This is an optimization exercise on Yosys and OpenROAD, whose aim is small area and a short achievable clock period, not a production implementation.
Where RTL was checked, it was by simulation tests only, not by an equivalence proof against the original.
Power figures rest on the tool's default switching activity, not on a simulated workload.

==> v35: inputs <==
==> flow/design.v (excerpt) <==
module sde_top (
    input  wire        clk,
    input  wire        rst,
    input  wire        bus_valid,
    input  wire        bus_write,
    input  wire [7:0]  bus_addr,
    input  wire [1:0]  bus_size,      
    input  wire [31:0] bus_wdata,
    output wire        bus_ready,
    output reg         bus_rvalid,
    output reg  [31:0] bus_rdata,
    input  wire [31:0] int_st,        
    output reg         pwm_valid,
    output reg  [3:0]  pwm_op,
    output wire [1:0]  pwm_ph,
    output reg  [31:0] pwm_data,
    input  wire [11:0] adc_raw,
    output reg         adc_valid,
    output reg  [1:0]  adc_op,
    input  wire [63:0] now_us
);
    localparam [31:0] CARRIER_DEFAULT  = 32'h00067200;
    localparam [31:0] IDENT_VALUE      = 32'h53505737;
    localparam [31:0] PARAM_VALUE      = 32'h000C0021;
    localparam [19:0] SAMPLE_PERIOD_US = 20'd1000000;
    localparam [3:0] PWM_BIND_PIN      = 4'h1;
    localparam [3:0] PWM_CONFIGURE     = 4'h2;
    localparam [3:0] PWM_DEADTIME      = 4'h3;
    localparam [3:0] PWM_ENABLE_INT    = 4'h4;
    localparam [3:0] PWM_START         = 4'h5;
    localparam [3:0] PWM_REGISTER      = 4'h6;
    localparam [3:0] PWM_SET_FREQUENCY = 4'h7;
    localparam [3:0] PWM_SET_DUTY      = 4'h8;
    localparam [3:0] PWM_READ_STATUS   = 4'h9;
    localparam [3:0] PWM_CLEAR_STATUS  = 4'hA;
    localparam [1:0] ADC_CONF_RES      = 2'd1;
    localparam [1:0] ADC_CONF_RANGE    = 2'd2;
    localparam [1:0] ADC_READ_RAW      = 2'd3;
    localparam [3:0] OP_NOP            = 4'h0;
    localparam [3:0] OP_TBL_READ       = 4'h1;
    localparam [3:0] OP_PH_INIT        = 4'h2;
    localparam [3:0] OP_PH_APPLY       = 4'h3;
    localparam [3:0] OP_PH_SET_CARRIER = 4'h4;
    localparam [3:0] OP_INV_INIT       = 4'h5;
    localparam [3:0] OP_INV_UPDATE_FS  = 4'h6;
    localparam [3:0] OP_SCALER_CHECK   = 4'h7;
  ...
export LEC_CHECK = 0
export CAP_MARGIN = 20
export CORE_MARGIN = 2
export CORE_UTILIZATION = 60
export CTS_BUF_LIST = sky130_fd_sc_hd__clkbuf_8
export CTS_CLUSTER_DIAMETER = 60
export CTS_CLUSTER_SIZE = 14
export SLEW_MARGIN = 20
create_clock -name core_clock -period 21.0 [get_ports {clk}]
standard.sh (not shown) runs the stock make flow with config.mk's settings and CLKGATE_MAP_FILE= SYNTH_SCRIPT=/design/flow/synth_recipe.tcl, a recipe that flattens the netlist after the stock synthesis.
==> flow/flow/run.sh <==
#!/bin/bash
set -euo pipefail
MARGIN=${SDE_SETUP_MARGIN:-11}
bash standard.sh SETUP_SLACK_MARGIN=$MARGIN \
    "BUFFER_PORTS_ARGS=-buffer_cell sky130_fd_sc_hd__buf_1" finish > flow_standard.log 2>&1
==> v6: changes against v35 <==
==> flow/flow/run.sh (replaced) <==
#!/bin/bash
set -euo pipefail
MARGIN=${SDE_SETUP_MARGIN:-11.5}
bash standard.sh SETUP_SLACK_MARGIN=$MARGIN \
    "BUFFER_PORTS_ARGS=-buffer_cell sky130_fd_sc_hd__buf_1" finish > flow_standard.log 2>&1
CAP_MARGIN = 5   (was 20)
SLEW_MARGIN = 5   (was 20)
==> comparison table <==
quantity	v6	v35
Result of the run	complete, no violations	complete, no violations
Critical hold path startpoint	dq0[4]$_DFF_P_	dq1[0]$_DFF_P_
DR WL met2	49,700 µm	49,500 µm
Min Clock Period, post-route	9.79 ns	10.01 ns
Via count	27,900	27,500
Count of filler cells inserted in the layout	4,035	4,182
# clk buffers	45	47
Post-Place Setup Slack	10.10 ns	9.78 ns
Final net count	3,913	3,888
Switching power as a share of total power	0.390	0.388
Count of TritonRoute iterations in the first routing pass	13	11
Layout cell share with drive strength beyond 1	0.110	0.0861
Setup repair after global routing missed its margin	true	false
Count of routing violations after the opening detailed-route iteration	4,829	4,434
Half-perimeter wire length after detailed placement	87,100 µm	86,900 µm
Layout Cells excl Fill	4,135	4,114
Wire length of the first global-routing pass	173,000 µm	170,000 µm
Crit Reg-Reg Startpoint	rr[1]$_SDFF_PP0_	rr[0]$_SDFF_PP0_
FF-to-FF path depth	30	29
Sequential group share of total power	0.427	0.431

---

==> inputs of 10-20 <==
sde_top, a different RTL version from the one above (not shown whole).
clock: 21.0 ns
lec_check: 0
cap_margin: 20
core_margin: 2
core_utilization: 65
cts_buf_list: sky130_fd_sc_hd__clkbuf_8
cts_cluster_diameter: 60
cts_cluster_size: 14
slew_margin: 20
==> flow/flow/run.sh <==
#!/bin/bash
set -euo pipefail
MARGIN=${SDE_SETUP_MARGIN:-11.7}
bash standard.sh SETUP_SLACK_MARGIN=$MARGIN \
    "BUFFER_PORTS_ARGS=-buffer_cell sky130_fd_sc_hd__buf_1" finish > flow_standard.log 2>&1
==> 06-12 (differences from 10-20) <==
--- a/flow/design.v
+++ b/flow/design.v
@@ -927,15 +927,15 @@
     output wire        bus_ready,
     output reg         bus_rvalid,
     output reg  [31:0] bus_rdata,
     input  wire [31:0] int_st,        
     output reg         pwm_valid,
     output reg  [3:0]  pwm_op,
     output wire [1:0]  pwm_ph,
-    output wire [31:0] pwm_data,
+    output reg  [31:0] pwm_data,
     input  wire [11:0] adc_raw,
     output reg         adc_valid,
     output reg  [1:0]  adc_op,
     input  wire [63:0] now_us
 );
     localparam [31:0] CARRIER_DEFAULT  = 32'h00067200;
     localparam [31:0] IDENT_VALUE      = 32'h53505737;
@@ -1068,17 +1068,15 @@
     sde_sample_due u_due (.now_us(now_us), .last_t(last_t), .due(sample_due));
     wire bus_legal   = (bus_size == 2'd2) && (bus_addr[1:0] == 2'b00);
     wire is_cmd_wr   = bus_write && (bus_size == 2'd2) && (bus_addr == A_CMD);
     wire st_idle     = !state[4];
     wire engine_free = st_idle && !irq;
     wire cmd_accept  = bus_valid && is_cmd_wr && engine_free;
     wire bus_fire    = bus_valid && bus_ready;
-    wire rdy_free = st_idle && !handler_reg;
-    wire rdy_hold = st_idle && handler_reg;
-    assign bus_ready = !is_cmd_wr || rdy_free || (rdy_hold && !(|int_st));
+    assign bus_ready = !is_cmd_wr || engine_free;
     wire [3:0] a_w    = bus_addr[5:2];
     wire       a_base = bus_legal && (bus_addr[7:6] == 2'b00);
     wire       a_phk  = bus_legal && (bus_addr[7:6] == 2'b01);
     wire [2:0] a_ph   = {a_phk && bus_addr[5:4] == 2'd2, a_phk && bus_addr[5:4] == 2'd1,
                          a_phk && bus_addr[5:4] == 2'd0};
     wire [3:0] a_fld  = {bus_addr[3:2] == 2'd3, bus_addr[3:2] == 2'd2,
                          bus_addr[3:2] == 2'd1, bus_addr[3:2] == 2'd0};
@@ -1168,64 +1166,60 @@
                 OP_SCALER_CHECK, OP_FG_ITER:
                     if (!init_done) c_err[E_NOT_INIT] = 1'b1;
                 default: ;
             endcase
         end
     end
     assign pwm_ph = ph;      
-    reg [31:0] pwm_rest;
-    reg        pwm_isre;
-    assign pwm_data = pwm_rest | (int_st & {32{pwm_isre}});
     always @(*) begin
-        pwm_isre  = 1'b0;
         pwm_valid = 1'b0;
         pwm_op    = 4'd0;
-        pwm_rest  = 32'd0;
+        pwm_data  = 32'd0;
         adc_valid = 1'b0;
         adc_op    = 2'd0;
         case (state[3:0])
             S_PHINIT[3:0]: begin
                 pwm_valid = 1'b1;
                 case (sub)
                     3'd0: pwm_op = PWM_BIND_PIN;
-                    3'd1: begin pwm_op = PWM_BIND_PIN; pwm_rest = 32'd1; end
-                    3'd2: begin pwm_op = PWM_CONFIGURE; pwm_rest = CARRIER_DEFAULT; end
+                    3'd1: begin pwm_op = PWM_BIND_PIN; pwm_data = 32'd1; end
+                    3'd2: begin pwm_op = PWM_CONFIGURE; pwm_data = CARRIER_DEFAULT; end
                     3'd3: pwm_op = PWM_DEADTIME;
                     3'd4: pwm_op = PWM_ENABLE_INT;
                     default: pwm_op = PWM_START;
                 endcase
             end
             S_REGH[3:0]: begin
                 pwm_valid = 1'b1;
                 pwm_op    = PWM_REGISTER;
             end
             S_APPLY[3:0]: begin
                 pwm_valid = pend_ph;
                 pwm_op    = PWM_SET_DUTY;
-                pwm_rest  = {17'd0, apply_duty};
+                pwm_data  = {17'd0, apply_duty};
             end
             S_SETCAR[3:0]: begin
                 pwm_valid = 1'b1;
                 pwm_op    = PWM_SET_FREQUENCY;
-                pwm_rest  = arg & {32{arg_v}};
+                pwm_data  = arg & {32{arg_v}};
             end
             S_UPDF[3:0]: begin
                 pwm_valid = 1'b1;
                 pwm_op    = PWM_SET_FREQUENCY;
-                pwm_rest  = {13'd0, carrier};
+                pwm_data  = {13'd0, carrier};
             end
             S_ISR_E[3:0]: begin
                 pwm_valid = 1'b1;
                 pwm_op    = PWM_READ_STATUS;
-                pwm_isre  = 1'b1;
+                pwm_data  = int_st;
             end
             S_ISR_A[3:0]: begin
                 pwm_valid = 1'b1;
                 pwm_op    = PWM_CLEAR_STATUS;
-                pwm_rest  = isr_m;
+                pwm_data  = isr_m;
             end
             S_SREAD[3:0]: begin
                 adc_valid = 1'b1;
                 adc_op    = ADC_READ_RAW;
             end
             S_ADC0[3:0]: begin
                 adc_valid = 1'b1;
==> flow/flow/run.sh (replaced) <==
#!/bin/bash
set -euo pipefail
MARGIN=${SDE_SETUP_MARGIN:-11.5}
bash standard.sh SETUP_SLACK_MARGIN=$MARGIN \
    "BUFFER_PORTS_ARGS=-buffer_cell sky130_fd_sc_hd__buf_1" finish > flow_standard.log 2>&1
==> flow/config.mk (replaced) <==
export PLATFORM = sky130hd
export DESIGN_NAME = sde_top
export DESIGN_NICKNAME = sde_top
export VERILOG_FILES = /design/flow/design.v
export SDC_FILE = /design/flow/constraint.sdc
export NUM_CORES = 4
export LEC_CHECK = 0
export CAP_MARGIN = 20
export CORE_MARGIN = 2
export CORE_UTILIZATION = 72
export CTS_BUF_LIST = sky130_fd_sc_hd__clkbuf_8
export CTS_CLUSTER_DIAMETER = 70
export CTS_CLUSTER_SIZE = 16
export SLEW_MARGIN = 20
==> 05-03 (differences from 10-20) <==
--- a/flow/design.v
+++ b/flow/design.v
@@ -927,15 +927,15 @@
     output wire        bus_ready,
     output reg         bus_rvalid,
     output reg  [31:0] bus_rdata,
     input  wire [31:0] int_st,        
     output reg         pwm_valid,
     output reg  [3:0]  pwm_op,
     output wire [1:0]  pwm_ph,
-    output wire [31:0] pwm_data,
+    output reg  [31:0] pwm_data,
     input  wire [11:0] adc_raw,
     output reg         adc_valid,
     output reg  [1:0]  adc_op,
     input  wire [63:0] now_us
 );
     localparam [31:0] CARRIER_DEFAULT  = 32'h00067200;
     localparam [31:0] IDENT_VALUE      = 32'h53505737;
@@ -983,27 +983,27 @@
     localparam [7:0] A_ERR       = 8'h1C;
     localparam [7:0] A_SCALE     = 8'h20;
     localparam [7:0] A_ELEC_FREQ = 8'h24;
     localparam [7:0] A_CARRIER   = 8'h28;
     localparam [7:0] A_ISR_M     = 8'h2C;
     localparam [7:0] A_LAST_T_LO = 8'h30;
     localparam [7:0] A_LAST_T_HI = 8'h34;
-    localparam [4:0] S_IDLE   = 5'h00;
-    localparam [4:0] S_PHINIT = 5'h11;   
-    localparam [4:0] S_REGH   = 5'h12;   
-    localparam [4:0] S_APPLY  = 5'h13;   
-    localparam [4:0] S_SETCAR = 5'h14;   
-    localparam [4:0] S_UPD0   = 5'h15;   
-    localparam [4:0] S_UPDF   = 5'h16;   
-    localparam [4:0] S_SCHK   = 5'h17;   
-    localparam [4:0] S_SREAD  = 5'h18;   
-    localparam [4:0] S_ADC0   = 5'h19;   
-    localparam [4:0] S_ADC1   = 5'h1A;   
-    localparam [4:0] S_ISR_E  = 5'h1B;   
-    localparam [4:0] S_ISR_A  = 5'h1C;   
+    localparam [3:0] S_IDLE   = 4'd0;
+    localparam [3:0] S_PHINIT = 4'd1;    
+    localparam [3:0] S_REGH   = 4'd2;    
+    localparam [3:0] S_APPLY  = 4'd3;    
+    localparam [3:0] S_SETCAR = 4'd4;    
+    localparam [3:0] S_UPD0   = 4'd5;    
+    localparam [3:0] S_UPDF   = 4'd6;    
+    localparam [3:0] S_SCHK   = 4'd7;    
+    localparam [3:0] S_SREAD  = 4'd8;    
+    localparam [3:0] S_ADC0   = 4'd9;    
+    localparam [3:0] S_ADC1   = 4'd10;   
+    localparam [3:0] S_ISR_E  = 4'd11;   
+    localparam [3:0] S_ISR_A  = 4'd12;   
     reg [5:0]  cursor0, cursor1, cursor2;
     reg [2:0]  pending;
     reg [2:0]  ch_init;
     reg [14:0] duty0, duty1, duty2;
     reg [31:0] freq0, freq1, freq2;
     reg [15:0] scale;
     reg [13:0] elec;         
@@ -1011,15 +1011,15 @@
     reg [63:0] last_t;
     reg [31:0] isr_m;
     reg [3:0]  fg_todo;      
     reg        run_req;
     reg [31:0] arg;
     reg [5:0]  res_idx;      
     reg [8:0]  err;
-    reg [4:0]  state;
+    reg [3:0]  state;
     reg        j_chain;      
     reg        j_seq;        
     reg [1:0]  ph;
     reg [2:0]  sub;
     reg [15:0] scale_in;     
     reg [2:0]  freq_v;       
     reg [2:0]  duty_v;       
@@ -1027,15 +1027,15 @@
     reg        arg_v;        
     reg        elec_v;
     reg [1:0]  rr;
     reg [14:0] dq0, dq1, dq2;
     wire init_done  = handler_reg & (&ch_init);
     wire irq        = handler_reg & (|int_st);
     wire seq_active = run_req | fg_todo[3];
-    wire isr_active = (state[3:0] == S_ISR_A[3:0]);
+    wire isr_active = (state == S_ISR_A);
     wire [5:0]  cursor_rr = (rr == 2'd0) ? cursor0 : (rr == 2'd1) ? cursor1 : cursor2;
     wire [14:0] law_duty;
     wire [15:0] norm_scale;
     wire [13:0] law_elec;
     wire [14:0] result_value;
     sde_duty_law u_duty (
         .index (cursor_rr),
@@ -1064,21 +1064,18 @@
     wire [5:0] cur_ph      = (ph == 2'd0) ? cursor0 : (ph == 2'd1) ? cursor1 : cursor2;
     wire       pend_ph     = (ph == 2'd0) ? pending[0] : (ph == 2'd1) ? pending[1] : pending[2];
     wire [5:0] cursor_next = (cur_ph == 6'd32) ? 6'd0 : cur_ph + 6'd1;
     wire sample_due;
     sde_sample_due u_due (.now_us(now_us), .last_t(last_t), .due(sample_due));
     wire bus_legal   = (bus_size == 2'd2) && (bus_addr[1:0] == 2'b00);
     wire is_cmd_wr   = bus_write && (bus_size == 2'd2) && (bus_addr == A_CMD);
-    wire st_idle     = !state[4];
-    wire engine_free = st_idle && !irq;
+    wire engine_free = (state == S_IDLE) && !irq;
     wire cmd_accept  = bus_valid && is_cmd_wr && engine_free;
     wire bus_fire    = bus_valid && bus_ready;
-    wire rdy_free = st_idle && !handler_reg;
-    wire rdy_hold = st_idle && handler_reg;
-    assign bus_ready = !is_cmd_wr || rdy_free || (rdy_hold && !(|int_st));
+    assign bus_ready = !is_cmd_wr || engine_free;
     wire [3:0] a_w    = bus_addr[5:2];
     wire       a_base = bus_legal && (bus_addr[7:6] == 2'b00);
     wire       a_phk  = bus_legal && (bus_addr[7:6] == 2'b01);
     wire [2:0] a_ph   = {a_phk && bus_addr[5:4] == 2'd2, a_phk && bus_addr[5:4] == 2'd1,
                          a_phk && bus_addr[5:4] == 2'd0};
     wire [3:0] a_fld  = {bus_addr[3:2] == 2'd3, bus_addr[3:2] == 2'd2,
                          bus_addr[3:2] == 2'd1, bus_addr[3:2] == 2'd0};
@@ -1168,74 +1165,70 @@
                 OP_SCALER_CHECK, OP_FG_ITER:
                     if (!init_done) c_err[E_NOT_INIT] = 1'b1;
                 default: ;
             endcase
         end
     end
     assign pwm_ph = ph;      
-    reg [31:0] pwm_rest;
-    reg        pwm_isre;
-    assign pwm_data = pwm_rest | (int_st & {32{pwm_isre}});
     always @(*) begin
-        pwm_isre  = 1'b0;
         pwm_valid = 1'b0;
         pwm_op    = 4'd0;
-        pwm_rest  = 32'd0;
+        pwm_data  = 32'd0;
         adc_valid = 1'b0;
         adc_op    = 2'd0;
-        case (state[3:0])
-            S_PHINIT[3:0]: begin
+        case (state)
+            S_PHINIT: begin
                 pwm_valid = 1'b1;
                 case (sub)
                     3'd0: pwm_op = PWM_BIND_PIN;
-                    3'd1: begin pwm_op = PWM_BIND_PIN; pwm_rest = 32'd1; end
-                    3'd2: begin pwm_op = PWM_CONFIGURE; pwm_rest = CARRIER_DEFAULT; end
+                    3'd1: begin pwm_op = PWM_BIND_PIN; pwm_data = 32'd1; end
+                    3'd2: begin pwm_op = PWM_CONFIGURE; pwm_data = CARRIER_DEFAULT; end
                     3'd3: pwm_op = PWM_DEADTIME;
                     3'd4: pwm_op = PWM_ENABLE_INT;
                     default: pwm_op = PWM_START;
                 endcase
             end
-            S_REGH[3:0]: begin
+            S_REGH: begin
                 pwm_valid = 1'b1;
                 pwm_op    = PWM_REGISTER;
             end
-            S_APPLY[3:0]: begin
+            S_APPLY: begin
                 pwm_valid = pend_ph;
                 pwm_op    = PWM_SET_DUTY;
-                pwm_rest  = {17'd0, apply_duty};
+                pwm_data  = {17'd0, apply_duty};
             end
-            S_SETCAR[3:0]: begin
+            S_SETCAR: begin
                 pwm_valid = 1'b1;
                 pwm_op    = PWM_SET_FREQUENCY;
-                pwm_rest  = arg & {32{arg_v}};
+                pwm_data  = arg & {32{arg_v}};
             end
-            S_UPDF[3:0]: begin
+            S_UPDF: begin
                 pwm_valid = 1'b1;
                 pwm_op    = PWM_SET_FREQUENCY;
-                pwm_rest  = {13'd0, carrier};
+                pwm_data  = {13'd0, carrier};
             end
-            S_ISR_E[3:0]: begin
+            S_ISR_E: begin
                 pwm_valid = 1'b1;
                 pwm_op    = PWM_READ_STATUS;
-                pwm_isre  = 1'b1;
+                pwm_data  = int_st;
             end
-            S_ISR_A[3:0]: begin
+            S_ISR_A: begin
                 pwm_valid = 1'b1;
                 pwm_op    = PWM_CLEAR_STATUS;
-                pwm_rest  = isr_m;
+                pwm_data  = isr_m;
             end
-            S_SREAD[3:0]: begin
+            S_SREAD: begin
                 adc_valid = 1'b1;
                 adc_op    = ADC_READ_RAW;
             end
-            S_ADC0[3:0]: begin
+            S_ADC0: begin
                 adc_valid = 1'b1;
                 adc_op    = ADC_CONF_RES;
             end
-            S_ADC1[3:0]: begin
+            S_ADC1: begin
                 adc_valid = 1'b1;
                 adc_op    = ADC_CONF_RANGE;
             end
             default: ;
         endcase
     end
     always @(posedge clk)
@@ -1245,15 +1238,15 @@
         dq1 <= dq0;
         dq2 <= dq1;
         if (rst)              rr <= 2'd0;
         else if (rr == 2'd2)  rr <= 2'd0;
         else                  rr <= rr + 2'd1;
     end
     always @(posedge clk)
-        scale_in <= (state[3:0] == S_SREAD[3:0]) ? norm_scale : c_imm;
+        scale_in <= (state == S_SREAD) ? norm_scale : c_imm;
     always @(posedge clk) begin
         if (rst) begin
             cursor0     <= 6'd0;
             cursor1     <= 6'd11;
             cursor2     <= 6'd22;
             freq_v      <= 3'd0;
             duty_v      <= 3'd0;
@@ -1288,16 +1281,16 @@
                                 run_req <= 1'b0;
                         A_ARG: begin arg <= bus_wdata; arg_v <= 1'b1; end
                         A_ERR: err <= err & ~bus_wdata[8:0];
                         default: ;    
                     endcase
                 end
             end
-            case (state[3:0])
-                S_IDLE[3:0]: begin
+            case (state)
+                S_IDLE: begin
                     if (irq) begin
                         state <= S_ISR_E;
                         ph    <= 2'd0;
                     end else if (cmd_accept) begin
                         if (c_err != 9'd0) begin
                             err <= err | c_err;
                         end else begin
@@ -1333,24 +1326,24 @@
                         end else if (fg_todo[2]) begin
                             state <= S_APPLY; ph <= 2'd1;
                         end else if (fg_todo[3]) begin
                             state <= S_APPLY; ph <= 2'd2;
                         end
                     end
                 end
-                S_ISR_E[3:0]: begin
+                S_ISR_E: begin
                     isr_m   <= int_st;
                     isr_m_v <= 1'b1;
                     state <= S_ISR_A;
                 end
-                S_ISR_A[3:0]: begin
+                S_ISR_A: begin
                     pending <= pending | isr_m[2:0];
                     state   <= S_IDLE;
                 end
-                S_PHINIT[3:0]: begin
+                S_PHINIT: begin
                     if (sub == 3'd5) begin
                         ch_init[ph] <= 1'b1;
                         duty_v[ph]  <= 1'b0;
                         freq_v[ph]  <= 1'b1;
                         case (ph)
                             2'd0:    freq0 <= CARRIER_DEFAULT;
                             2'd1:    freq1 <= CARRIER_DEFAULT;
@@ -1366,19 +1359,19 @@
                         end else begin
                             state <= S_IDLE;
                         end
                     end else begin
                         sub <= sub + 3'd1;
                     end
                 end
-                S_REGH[3:0]: begin
+                S_REGH: begin
                     handler_reg <= 1'b1;
                     state       <= S_IDLE;
                 end
-                S_APPLY[3:0]: begin
+                S_APPLY: begin
                     if (pend_ph) begin
                         pending[ph] <= 1'b0;
                         duty_v[ph]  <= 1'b1;
                         case (ph)
                             2'd0:    begin duty0 <= apply_duty; cursor0 <= cursor_next; end
                             2'd1:    begin duty1 <= apply_duty; cursor1 <= cursor_next; end
                             default: begin duty2 <= apply_duty; cursor2 <= cursor_next; end
@@ -1387,31 +1380,31 @@
                     if (j_chain && ph != 2'd2) begin
                         ph <= ph + 2'd1;
                     end else begin
                         if (j_seq) fg_todo <= {fg_todo[2:0], 1'b0};
                         state <= S_IDLE;
                     end
                 end
-                S_SETCAR[3:0]: begin
+                S_SETCAR: begin
                     freq_v[ph] <= arg_v;
                     case (ph)
                         2'd0:    freq0 <= arg;
                         2'd1:    freq1 <= arg;
                         default: freq2 <= arg;
                     endcase
                     state    <= S_IDLE;
                 end
-                S_UPD0[3:0]: begin
+                S_UPD0: begin
                     scale <= scale_in;
                     elec   <= law_elec;
                     elec_v <= 1'b1;
                     ph    <= 2'd0;
                     state <= S_UPDF;
                 end
-                S_UPDF[3:0]: begin
+                S_UPDF: begin
                     freq_v[ph] <= 1'b1;
                     case (ph)
                         2'd0:    freq0 <= {13'd0, carrier};
                         2'd1:    freq1 <= {13'd0, carrier};
                         default: freq2 <= {13'd0, carrier};
                     endcase
                     if (ph != 2'd2) begin
@@ -1420,67 +1413,59 @@
                         ph    <= 2'd0;
                         state <= S_APPLY;
                     end else begin
                         if (j_seq) fg_todo <= {fg_todo[2:0], 1'b0};
                         state <= S_IDLE;
                     end
                 end
-                S_SCHK[3:0]: begin
+                S_SCHK: begin
                     if (sample_due) begin
                         last_t <= now_us;
                         state  <= S_SREAD;
                     end else if (j_chain) begin
                         ph    <= 2'd0;
                         state <= S_APPLY;
                     end else begin
                         if (j_seq) fg_todo <= {fg_todo[2:0], 1'b0};
                         state <= S_IDLE;
                     end
                 end
-                S_SREAD[3:0]: state <= S_UPD0;
-                S_ADC0[3:0]:  state <= S_ADC1;
-                S_ADC1[3:0]:  state <= S_IDLE;
+                S_SREAD: state <= S_UPD0;
+                S_ADC0:  state <= S_ADC1;
+                S_ADC1:  state <= S_IDLE;
                 default: state <= S_IDLE;
             endcase
         end
     end
 endmodule
 module sde_sample_due (
     input  wire [63:0] now_us,
     input  wire [63:0] last_t,
     output wire        due
 );
     localparam [19:0] K = 20'd1000000;
     wire [19:0] a = now_us[19:0];
     wire [19:0] b = ~last_t[19:0];
-    wire [19:0] d0, d1;                   
-    wire [19:0] k0, k1;                   
-    wire [4:0]  cb;                       
+    wire [10:0] cl, c0, c1;
     wire [19:0] d;
-    assign cb[0] = 1'b1;
+    wire [9:0]  d0, d1;
+    assign cl[0] = 1'b1;
+    assign c0[0] = 1'b0;
+    assign c1[0] = 1'b1;
     genvar i;
-    generate for (i = 0; i < 20; i = i + 1) begin : lo
-        wire ci0, ci1;
-        if (i % 5 == 0) begin : first
-            assign ci0 = 1'b0;
-            assign ci1 = 1'b1;
-        end else begin : next
-            assign ci0 = k0[i - 1];
-            assign ci1 = k1[i - 1];
-        end
-        assign d0[i] = a[i] ^ b[i] ^ ci0;
-        assign k0[i] = (a[i] & b[i]) | (a[i] & ci0) | (b[i] & ci0);
-        assign d1[i] = a[i] ^ b[i] ^ ci1;
-        assign k1[i] = (a[i] & b[i]) | (a[i] & ci1) | (b[i] & ci1);
-        assign d[i]  = cb[i / 5] ? d1[i] : d0[i];
-        if (i % 5 == 4) begin : blk
-            assign cb[i / 5 + 1] = cb[i / 5] ? k1[i] : k0[i];
-        end
+    generate for (i = 0; i < 10; i = i + 1) begin : lo
+        assign d[i]    = a[i] ^ b[i] ^ cl[i];
+        assign cl[i+1] = (a[i] & b[i]) | (a[i] & cl[i]) | (b[i] & cl[i]);
+        assign d0[i]   = a[i+10] ^ b[i+10] ^ c0[i];
+        assign c0[i+1] = (a[i+10] & b[i+10]) | (a[i+10] & c0[i]) | (b[i+10] & c0[i]);
+        assign d1[i]   = a[i+10] ^ b[i+10] ^ c1[i];
+        assign c1[i+1] = (a[i+10] & b[i+10]) | (a[i+10] & c1[i]) | (b[i+10] & c1[i]);
     end endgenerate
-    wire borrow = ~cb[4];
+    assign d[19:10] = cl[10] ? d1 : d0;
+    wire borrow = ~(cl[10] ? c1[10] : c0[10]);
     wire [20:0] gt;
     assign gt[0] = 1'b0;
     generate for (i = 0; i < 20; i = i + 1) begin : cmp
         if (K[i]) begin : one
             assign gt[i+1] = d[i] & gt[i];
         end else begin : zero
             assign gt[i+1] = d[i] | gt[i];
==> flow/flow/run.sh (replaced) <==
#!/bin/bash
set -euo pipefail
MARGIN=${SDE_SETUP_MARGIN:-11}
bash standard.sh SETUP_SLACK_MARGIN=$MARGIN \
    "BUFFER_PORTS_ARGS=-buffer_cell sky130_fd_sc_hd__buf_1" finish > flow_standard.log 2>&1
==> flow/config.mk (replaced) <==
export PLATFORM = sky130hd
export DESIGN_NAME = sde_top
export DESIGN_NICKNAME = sde_top
export VERILOG_FILES = /design/flow/design.v
export SDC_FILE = /design/flow/constraint.sdc
export NUM_CORES = 4
export LEC_CHECK = 0
export CAP_MARGIN = 20
export CORE_MARGIN = 2
export CORE_UTILIZATION = 70
export CTS_BUF_LIST = sky130_fd_sc_hd__clkbuf_8
export CTS_CLUSTER_DIAMETER = 60
export CTS_CLUSTER_SIZE = 14
export SLEW_MARGIN = 20
==> run notes <==
item	06-12	10-20	05-03
Final cell count without fillers	4074	4082	3961
Std-Cell Core Area	42800 µm²	46800 µm²	42900 µm²
Fraction of synthesized cell area in xor and xnor cells	2.12%	2.24%	2.14%
HPWL after detailed placement	86100 µm	84700 µm	79400 µm
Data arrival at the endpoint of the critical path	5470 ps	5810 ps	10500 ps
Status	no timing/DRC/antenna violations	no timing/DRC/antenna violations	no timing/DRC/antenna violations
Comb power frac	30.2%	29.6%	26.3%
Met3 routed WL	16600 µm	17600 µm	16500 µm
Final Core Density	78.0%	72.0%	76.9%
Clock transition at the register clock pins on the worst setup and hold paths after CTS	100 ps	80 ps	90 ps
Highest ir drop seen on vdd	0.0000621 V	0.0000964 V	0.0000645 V
Worst-case hold slack	355 ps	358 ps	340 ps
First-pass GRT wire length	171000 µm	170000 µm	161000 µm
Sequential Power Share	46.7%	45.4%	47.9%
Synthesized area per cell	9.29 µm²	9.39 µm²	9.53 µm²
Total net switching power	809 µW	868 µW	755 µW
Routed length on met1	35900 µm	40800 µm	35500 µm
Switch share	37.2%	37.7%	36.2%
The RTL of 10-20 and 05-03 was laid out without a check of its function.

==> afterwards: timing with drivers on the ports <==
Ports are ideal in the flow. The routed layouts listed here were re-timed in OpenROAD.
Step 1 assumes that a clkbuf_16 drives the clock port and a buf_2 every other input.
Step 2 times the ports against the registers' clock, not the clock port: input delays grow and output delays shrink by t, the midpoint of the rising clock arrivals with the driver on.
a / b / c = ideal ports / drivers / drivers and shift; a / b = the first two.
run | t (ns) | setup slack, ns | cell pins on the clock port's net
v35 | 0.740 | 10.995 / 10.933 / 10.533 | 1
v6 | 0.726 | 11.206 / 11.135 / 10.629 | 1
10-20 | 0.738 | 10.991 / 10.949 / 10.949 | 1
06-12 | 0.663 | 11.331 / 11.286 / 11.112 | 1
05-03 | 0.683 | 10.968 / 10.972 / 10.296 | 1
After both steps every run listed still meets setup and hold. For 05-03, which loses most, drivers alone change the setup slack by +0.004 ns; drivers and shift together by -0.672 ns.
